Source: an optimization exercise on an open RTL-to-GDS flow (aim: small area, a short achievable clock period and few clock cycles). Production flows keep margins and buffers that such runs may drop.
RTL that was checked went through simulation tests only; none was proved equivalent to the original.

Design serper_unit, start of the top module:
module serper_unit (
    input  wire        clk,
    input  wire        rst,
    input  wire        in_valid,
    output wire        in_ready,
    input  wire [15:0] in_w,
    input  wire        in_draining,
    input  wire        in_ce,
    input  wire        in_brk,
    input  wire        in_nine,
    input  wire [15:0] in_bit_time,
    input  wire [18:0] in_frame,
    input  wire [31:0] in_now,
    input  wire [31:0] in_done_at,
    input  wire [18:0] in_frozen_rem,
    input  wire [18:0] in_accum,
    output wire        out_valid,
    output wire        out_noop,
    output wire [19:0] out_baud,
    output wire [18:0] out_tx_period,
    output wire [16:0] out_rx_period,
    output wire        out_resc,
    output wire        out_sched,
    output wire [15:0] out_bit_time,
    output wire [18:0] out_frame,
    output wire [31:0] out_time
);
    localparam [1:0] S_IDLE = 2'd0, S_MUL = 2'd1, S_DIV = 2'd2;
    reg  [1:0]  st;          
    reg         erun;        
    reg  [2:0]  cnt;         
    reg         mcnt;        
    reg         pb;          
    reg  [15:0] pn;          
    reg         period_set;
    reg         vld_q, noop_q, resc_q, nine_q, ce_q, brk_q, qv_q;
    reg  [31:0] now_q;
    reg  [15:0] dvs;
    reg  [16:0] dvs3;        
    reg  [18:0] aq;
    reg  [35:0] xm, xd;
    wire [15:0] m1_in = {1'b0, in_w[14:0]} + 16'd1;
    wire noop = period_set && (in_w[15] == pb) && (m1_in == pn);
    wire resc = !noop && in_draining && (m1_in != in_bit_time);
    wire [32:0] dd    = {1'b0, in_done_at} - {1'b0, in_now};
    wire [18:0] rem_c = dd[32] ? 19'd0 : dd[18:0];
    wire [18:0] mn_a  = (in_accum < in_frame) ? in_accum : in_frame;
    wire [18:0] opa   = in_ce ? (in_brk ? in_frozen_rem : rem_c) : mn_a;
    assign in_ready = (st == S_IDLE);
    wire acc   = in_valid && in_ready;
    wire a_zero = in_ce ? (in_brk ? (in_frozen_rem == 19'd0)
                                  : (dd[32] || in_done_at[18:0] == in_now[18:0]))
                        : (in_accum == 19'd0 || in_frame == 19'd0);
    wire start = resc && !a_zero;
    wire [15:0] hinit = in_ce ? in_bit_time - 16'd1 : 16'd0;
  ...
For scale: roughly 3100 cells after synthesis, roughly 190 flip-flops, roughly 290 I/O pins, about 0.026 mm^2 of cells after synthesis.
==> flow/config.mk <==
export PLATFORM = sky130hd
export DESIGN_NAME = serper_unit
export DESIGN_NICKNAME = serper_unit
export VERILOG_FILES = /design/flow/design.v
export SDC_FILE = /design/flow/constraint.sdc
export NUM_CORES = 4
export LEC_CHECK = 0
export CAP_MARGIN = 20
export CORE_MARGIN = 2
export CORE_UTILIZATION = 40
export SLEW_MARGIN = 20
==> flow/constraint.sdc <==
create_clock -name core_clock -period 12.0 [get_ports {clk}]
set_input_delay 2.4000 -clock core_clock [delete_from_list [all_inputs] [get_ports {clk}]]
set_output_delay 2.4000 -clock core_clock [all_outputs]
set_load 0.01 [all_outputs]
standard.sh (not shown) runs the stock make flow with config.mk's settings and CLKGATE_MAP_FILE= SYNTH_SCRIPT=/design/flow/synth_recipe.tcl, a recipe that flattens the netlist after the stock synthesis.
==> flow/flow/run.sh <==
#!/bin/bash
# The standard layout, with the port buffers made of the smallest buffer cell
# (buffer_ports otherwise picks sky130_fd_sc_hd__clkdlybuf4s50_1), and timing
# repair aiming 5.5 ns below the clock period.
set -euo pipefail
export BUFFER_PORTS_ARGS="-buffer_cell sky130_fd_sc_hd__buf_1"
export SETUP_SLACK_MARGIN=5.5
bash standard.sh > standard_make.log 2>&1
The baseline passed the timing, DRC and antenna checks.
Edit:
==> flow/flow/run.sh (replaced) <==
#!/bin/bash
# The standard layout, with the port buffers made of the smallest buffer cell
# (buffer_ports otherwise picks sky130_fd_sc_hd__clkdlybuf4s50_1), and timing
# repair aiming 6.0 ns below the clock period.
set -euo pipefail
export BUFFER_PORTS_ARGS="-buffer_cell sky130_fd_sc_hd__buf_1"
export SETUP_SLACK_MARGIN=6.0
bash standard.sh > standard_make.log 2>&1
Via count rises by 2.1%.
Utilization came out higher by 1.9 points.
Sequential share of layout area decreases by 0.55 points.
Wire length goes up by 1.6%.
Worst setup slack gets worse by 0.10 ns.
Cell area increases by 4.0%.
Count of clock-buffer cells in the layout increases by 1.
Edit:
==> flow/flow/run.sh (replaced) <==
#!/bin/bash
# The standard layout, with the port buffers made of the smallest buffer cell
# (buffer_ports otherwise picks sky130_fd_sc_hd__clkdlybuf4s50_1).
set -euo pipefail
export BUFFER_PORTS_ARGS="-buffer_cell sky130_fd_sc_hd__buf_1"
bash standard.sh > standard_make.log 2>&1
PLACE_DENSITY = 0.8   (was default)
SETUP_SLACK_MARGIN = 5   (was default)
What happened:
- The changed run completed with no timing, DRC or antenna violations
- worst setup slack got worse by 0.13 ns
- hold slack got worse by 0.011 ns
- via count barely changes
- final area is lower by 7.2%
- clock skew barely changes
- core utilization is lower by 3.5 points
- die area is unchanged
- flip-flop and latch count does not change
Edit:
PLACE_DENSITY = 0.45   (was 0.8)
Maximum frequency stays flat.
Worst setup slack is better by 0.0055 ns.
Core utilization came out higher by 0.37 points.
Synthesized cell count is unchanged.
Wire length rose by 10%.
Worst hold slack gains 0.024 ns.
Global-route usage came out higher by 3.0 points.
No run of this note included a check of the RTL's function; only the layout flow was run.


Another version of the RTL of serper_unit (not shown whole).
Size: ~2,600 cells after synthesis, ~290 I/O pins, ~0.021 mm2 of cells after synthesis.
// serper_unit
module serper_unit (
    input  wire        clk,
    input  wire        rst,
    input  wire        in_valid,
    output wire        in_ready,
    input  wire [15:0] in_w,
    input  wire        in_draining,
    input  wire        in_ce,
    input  wire        in_brk,
    input  wire        in_nine,
    input  wire [15:0] in_bit_time,
    input  wire [18:0] in_frame,
    input  wire [31:0] in_now,
    input  wire [31:0] in_done_at,
    input  wire [18:0] in_frozen_rem,
    input  wire [18:0] in_accum,
    output wire        out_valid,
    output wire        out_noop,
    output wire [19:0] out_baud,
    output wire [18:0] out_tx_period,
    output wire [16:0] out_rx_period,
    output wire        out_resc,
    output wire        out_sched,
    output wire [15:0] out_bit_time,
    output wire [18:0] out_frame,
    output wire [31:0] out_time
);
    localparam [1:0] S_IDLE = 2'd0, S_MUL = 2'd1, S_DIV = 2'd2;
    reg  [1:0]  st;
    reg  [2:0]  cnt;
    reg  [15:0] period;
    reg         period_set;
    reg         vld_q, noop_q, resc_q, nine_q, ce_q, brk_q, qv_q;
    reg  [31:0] now_q;
    reg  [15:0] dvs;
    reg  [16:0] dvs3;        
    reg  [18:0] aq;
    reg  [35:0] x;
    wire [15:0] m1_in = {1'b0, in_w[14:0]} + 16'd1;
    wire noop = period_set && (in_w == period);
    wire resc = !noop && in_draining && (m1_in != in_bit_time);
    wire [32:0] dd    = {1'b0, in_done_at} - {1'b0, in_now};
    wire [18:0] rem_c = dd[32] ? 19'd0 : dd[18:0];
  ...
clock: 12.0 ns
lec_check: 0
cap_margin: 20
core_margin: 2
core_utilization: 40
slew_margin: 20
run.sh (not shown) runs the stock make flow with config.mk's settings and CLKGATE_MAP_FILE= SYNTH_SCRIPT=/design/flow/synth_recipe.tcl, a recipe that flattens the netlist after the stock synthesis.
Stock flow here: none of the scripts above is used.
Testbench counts at the start, summed over its fixed seeds: cycles 9,610.
Rerun with:
- SETUP_SLACK_MARGIN: not set -> 4.5
Result: Synthesized area is unchanged. Setup slack improves by 0.96 ns. Worst hold slack is worse by 0.0068 ns. Routed wire length is higher by about 2%. Core utilization increases by 1.3 points. Count of clock-buffer cells in the layout falls by 1. Sequential share of layout area falls by 0.39 points. Die area is unchanged. Cell count climbs by about 1.6%. Maximum frequency came out higher by 13%.


serper_unit, a different RTL version from the one above (not shown whole).
Size in the first run: roughly 290 I/O pins, about 22,000 um2 of cells after synthesis.
clock: 12.0 ns
lec_check: 0
cap_margin: 20
core_margin: 2
core_utilization: 40
setup_slack_margin: 5
slew_margin: 20
standard.sh (not shown) runs the stock make flow with config.mk's settings and CLKGATE_MAP_FILE= SYNTH_SCRIPT=/design/flow/synth_recipe.tcl, a recipe that flattens the netlist after the stock synthesis.
==> flow/flow/run.sh <==
#!/bin/bash
# The standard layout, with the port buffers made of the smallest buffer cell
# (buffer_ports otherwise picks sky130_fd_sc_hd__clkdlybuf4s50_1).
set -euo pipefail
export BUFFER_PORTS_ARGS="-buffer_cell sky130_fd_sc_hd__buf_1"
bash standard.sh > standard_make.log 2>&1
Testbench counts at the start, summed over its fixed seeds: cycles 9,423.
Rerun with:
==> flow/run.sh (new file) <==
#!/bin/bash
# synth_recipe.tcl (not shown) runs the flow's synth.tcl, then flattens the netlist and writes it again
# the make line also repeats each setting of config.mk as NAME=value (left out here)
make -C /OpenROAD-flow-scripts/flow DESIGN_CONFIG=/design/flow/config.mk WORK_HOME=/design/flow/orfs CLKGATE_MAP_FILE= SYNTH_SCRIPT=/design/flow/synth_recipe.tcl finish
removed: flow/flow/run.sh
removed: flow/standard.sh
Non-clock buffer count rose by 5.
Global-route usage rose by 0.65 points.
First-iteration DRC count rose by 6.3%.


serper_unit, a different RTL version from the one above (not shown whole).
For scale: roughly 4000 cells after synthesis, roughly 150 flip-flops, roughly 27000 um2 of cells after synthesis.
==> flow/config.mk <==
export PLATFORM = sky130hd
export DESIGN_NAME = serper_unit
export DESIGN_NICKNAME = serper_unit
export VERILOG_FILES = /design/flow/design.v
export SDC_FILE = /design/flow/constraint.sdc
export NUM_CORES = 4
export LEC_CHECK = 0
export ABC_AREA = 1
export CAP_MARGIN = 20
export CORE_MARGIN = 2
export CORE_UTILIZATION = 40
export SETUP_SLACK_MARGIN = 5
export SLEW_MARGIN = 20
==> flow/constraint.sdc <==
create_clock -name core_clock -period 12.0 [get_ports {clk}]
set_input_delay 2.4000 -clock core_clock [delete_from_list [all_inputs] [get_ports {clk}]]
set_output_delay 2.4000 -clock core_clock [all_outputs]
set_load 0.01 [all_outputs]
==> flow/flow/run.sh <==
#!/bin/bash
# The standard layout, with the port buffers made of the smallest buffer cell
# (buffer_ports otherwise picks sky130_fd_sc_hd__clkdlybuf4s50_1).
set -euo pipefail
export BUFFER_PORTS_ARGS="-buffer_cell sky130_fd_sc_hd__buf_1"
bash standard.sh > standard_make.log 2>&1
The baseline went through all stages and came out clean.
Change:
ABC_AREA = not set   (was 1)
Outcome: The changed run went through all stages and came out clean; global-route usage came out lower by 3.0 points; final cell count shrinks by 20%; cell area fell by 5.8%; first-iteration DRC count falls by 32%; worst hold slack loses 0.037 ns.
No run of this note included a check of the RTL's function; only the layout flow was run.

[afterwards: timing with drivers on the ports]
Ports are ideal in the flow. The routed layouts listed here were re-timed in OpenROAD.
Step 1 assumes that a clkbuf_16 drives the clock port and a buf_2 every other input.
Step 2 times the ports against the registers' clock, not the clock port: input delays grow and output delays shrink by t, the midpoint of the rising clock arrivals with the driver on.
Slacks: ideal / step 1 / step 2; pairs: ideal / step 1.
| run | shift t [ns] | setup slack, ns | worst hold slack (ns) | worst setup path after step 2 | worst slew at a driven data input, ns |
|---|---|---|---|---|---|
| the first run of note 1 | 0.561 | 5.365 / 5.300 / 5.137 | 0.438 / 0.438 / 0.438 | input to register | 0.09 |
| the second run of note 1 | 0.563 | 5.261 / 5.201 / 5.578 | 0.452 / 0.452 / 0.452 | input to register | 0.08 |
| the third run of note 1 | 0.545 | 5.134 / 5.110 / 4.945 | 0.441 / 0.441 / 0.441 | input to register | 0.09 |
| the fourth run of note 1 | 0.559 | 5.140 / 5.078 / 4.782 | 0.465 / 0.465 / 0.465 | input to register | 0.13 |
| the first run of note 2 | 0.518 | 3.806 / 3.752 / 4.269 | 0.499 / 0.499 / 0.499 | register to output | 0.12 |
| the second run of note 2 | 0.512 | 4.767 / 4.713 / 4.847 | 0.492 / 0.492 / 0.492 | register to register | 0.12 |
| the first run of note 3 | 0.517 | 5.069 / 5.011 / 5.293 | 0.485 / 0.485 / 0.485 | input to register | 0.08 |
| the second run of note 3 | 0.518 | 4.975 / 4.917 / 4.918 | 0.490 / 0.490 / 0.490 | input to register | 0.09 |
| the first run of note 4 | 0.547 | 5.180 / 5.119 / 5.519 | 0.531 / 0.531 / 0.531 | register to register | 0.10 |
| the second run of note 4 | 0.515 | 5.116 / 5.057 / 5.364 | 0.494 / 0.494 / 0.494 | register to register | 0.09 |
After both steps every run listed still meets setup and hold. The setup slack of the fourth run of note 1, which loses most, moves by -0.062 ns with the drivers and by -0.358 ns with both steps.
